Source: an optimization exercise on an open RTL-to-GDS flow (aim: small area). Production flows keep margins and buffers that such runs may drop. In this exercise RTL edits were held to simulation tests only and were not proved equivalent to the original. Power figures rest on the tool's default switching activity, not on a simulated workload.

== v6 ==
Design sgp41_pl, start of the top module:
module sgp41_pl (
    input  wire        clk,
    input  wire        rst,
    input  wire        req_valid,
    input  wire [2:0]  req_op,
    input  wire [7:0]  req_addr,
    input  wire [15:0] req_p0,
    input  wire [15:0] req_p1,
    output wire        busy,
    output reg         done,
    output reg  [2:0]  res_status,
    output reg  [2:0]  res_op,
    output wire [1:0]  res_nwords,
    output wire [15:0] res_w0,
    output wire [15:0] res_w1,
    output wire [15:0] res_w2,
    output reg         res_bound,
    output wire        st_pass,
    output wire        st_voc_fail,
    output wire        st_nox_fail,
    input  wire [15:0] crc_in,
    output wire [7:0]  crc_out,
    output wire        t_valid,
    output wire [2:0]  t_kind,
    output wire [7:0]  t_addr,
    output wire [7:0]  t_hnd,
    output reg  [3:0]  t_len,
    output wire [63:0] t_wdata,
    input  wire        t_done,
    input  wire        t_ok,
    input  wire [7:0]  t_rhnd,
    input  wire [71:0] t_rdata,
    output wire        z_valid,
    output reg  [8:0]  z_ms,
    input  wire        z_done
);
Size in the first run: about 650 cells after synthesis, about 110 flip-flops, roughly 5500 sq um of cells after synthesis.
Settings: LEC_CHECK=0, CAP_MARGIN=20, CORE_MARGIN=2, CORE_UTILIZATION=40, SLEW_MARGIN=20; clock period 10.0 ns.
standard.sh (not shown) runs the stock make flow with config.mk's settings and CLKGATE_MAP_FILE= SYNTH_SCRIPT=/design/flow/synth_recipe.tcl, a recipe that flattens the netlist after the stock synthesis.
==> flow/flow/run.sh <==
#!/bin/bash
# Layout flow: the standard ORFS flow (standard.sh) with three changes
# that only change how the layout is made:
#  - synthesis maps the logic with an area-oriented ABC script
#    (flow/abc_area.script) instead of ORFS's speed script; everything else in
#    the synthesis (synth_recipe.tcl and ORFS synth.tcl) is unchanged, so the
#    registers keep their standard names and cell types;
#  - the port buffers are sky130_fd_sc_hd__buf_1 (ORFS picks a larger cell);
#  - CTS uses clkbuf_8 and adds no dummy loads to balance the leaf nets.
# Each tool's output goes to a log file here; ORFS's own logs are in orfs/logs.
set -euo pipefail
here=$(pwd)
flowdir=$(cd "$(dirname "${BASH_SOURCE[0]}")" && pwd)

# synthesis script: the standard flow's, with ABC's script swapped for the area script
{
  echo "proc abc {args} {"
  echo "  set i [lsearch -exact \$args -script]"
  echo "  if {\$i >= 0} { lset args [expr {\$i + 1}] {$flowdir/abc_area.script} }"
  echo "  puts \"area flow: abc runs with \$args\""
  echo "  yosys abc {*}\$args"
  echo "}"
  cat synth_recipe.tcl
} > area_synth.tcl
sed "s#SYNTH_SCRIPT=[^ ]*synth_recipe.tcl#SYNTH_SCRIPT=$here/area_synth.tcl#" standard.sh > area_standard.sh
grep -q "SYNTH_SCRIPT=$here/area_synth.tcl" area_standard.sh

export BUFFER_PORTS_ARGS="-buffer_cell sky130_fd_sc_hd__buf_1"
export CTS_ARGS="-sink_clustering_enable -repair_clock_nets -buf_list sky130_fd_sc_hd__clkbuf_8 -dont_use_dummy_load"
bash area_standard.sh > run_standard.log 2>&1
==> flow/flow/abc_area.script <==
strash
&get -n
&deepsyn -T 30
&put
strash
dc2
dch -f
amap
topo
v6: flow completed, timing, DRC and antenna clean
### v6 -> v7
--- a/flow/flow/run.sh
+++ b/flow/flow/run.sh
@@ -29 +29 @@
-export CTS_ARGS="-sink_clustering_enable -repair_clock_nets -buf_list sky130_fd_sc_hd__clkbuf_8 -dont_use_dummy_load"
+export CTS_ARGS="-sink_clustering_enable -repair_clock_nets -buf_list sky130_fd_sc_hd__clkbuf_16 -sink_clustering_size 40 -sink_clustering_max_diameter 400 -dont_use_dummy_load"
==> notes.md <==
v7 gives more design area than v6 did. Summary of v7 over v6: part of the cycle the worst path needs comparable, global route total overflow has remained practically unchanged, vertical extent of the die level, post-route total power moved up, number of buffers inserted by post-CTS setup repair comparable.

job 101:
Another version of the RTL of sgp41_pl (not shown whole).
Size: about 640 cells after synthesis, about 110 flip-flops, about 310 I/O pins, roughly 6200 µm² of cells after synthesis.
export LEC_CHECK = 0
export CAP_MARGIN = 20
export CORE_MARGIN = 2
export CORE_UTILIZATION = 40
export CTS_BUF_LIST = sky130_fd_sc_hd__clkbuf_8
export CTS_CLUSTER_DIAMETER = 200
export CTS_CLUSTER_SIZE = 30
export SLEW_MARGIN = 20
create_clock -name core_clock -period 10.0 [get_ports {clk}]
==> flow/flow/run.sh <==
#!/bin/bash
# Standard ORFS layout, with the smallest buffer for the port buffers.
set -euo pipefail
export BUFFER_PORTS_ARGS="-buffer_cell sky130_fd_sc_hd__buf_1"
bash standard.sh > run_standard.log 2>&1
Per the final summary, job 101 finished and its layout is clean on timing, DRC and antenna.
What job 102 does differently from job 101 at the input level:
- a change of CTS_BUF_LIST from sky130_fd_sc_hd__clkbuf_8 to sky130_fd_sc_hd__clkbuf_16
- a change of CTS_CLUSTER_SIZE from 30 to 50
## What came out
Going from job 101 to job 102, worst-margin pin slew now larger; worst hold slack shrank by 8.1 ps; area share of buffers outside the clock network decreased by 0.26 points relative to the old numbers. On met3 track utilization from global routing, job 102 and job 101 are neck and neck.

[afterwards: timing with drivers on the ports]
In the flow no input, the clock included, has a driving cell. The finished layouts below were timed again as built, in two steps.
Step 1 sets driving cells, clkbuf_16 on the clock port and buf_2 on the other inputs (assumed; they add their load-dependent delay and slew).
Step 2 adds t to the input delays and takes it off the output delays; t is the mean of the earliest and latest rising clock arrival at the registers after step 1. Input paths then give back, and output paths get back, about the clock's delay inside the block.
a / b / c = ideal / step 1 / step 2; a / b = the first two.
| run | shift t [ns] | setup slack, ns | hold slack, ns | worst setup path after step 2 | pins driven straight from the clock port |
|---|---|---|---|---|---|
| v6 | 0.402 | 3.824 / 3.802 / 3.802 | 0.423 / 0.423 / 0.423 | input to output | 1 |
| v7 | 0.387 | 3.824 / 3.801 / 3.801 | 0.418 / 0.418 / 0.418 | input to output | 1 |
| job 101 | 0.411 | 4.234 / 4.211 / 4.211 | 0.425 / 0.425 / 0.425 | input to output | 1 |
| job 102 | 0.388 | 4.234 / 4.210 / 4.210 | 0.417 / 0.417 / 0.417 | input to output | 1 |
After both steps every run listed still meets setup and hold. The setup slack of job 102, which loses most, moves by -0.024 ns with the drivers and by -0.024 ns with both steps.
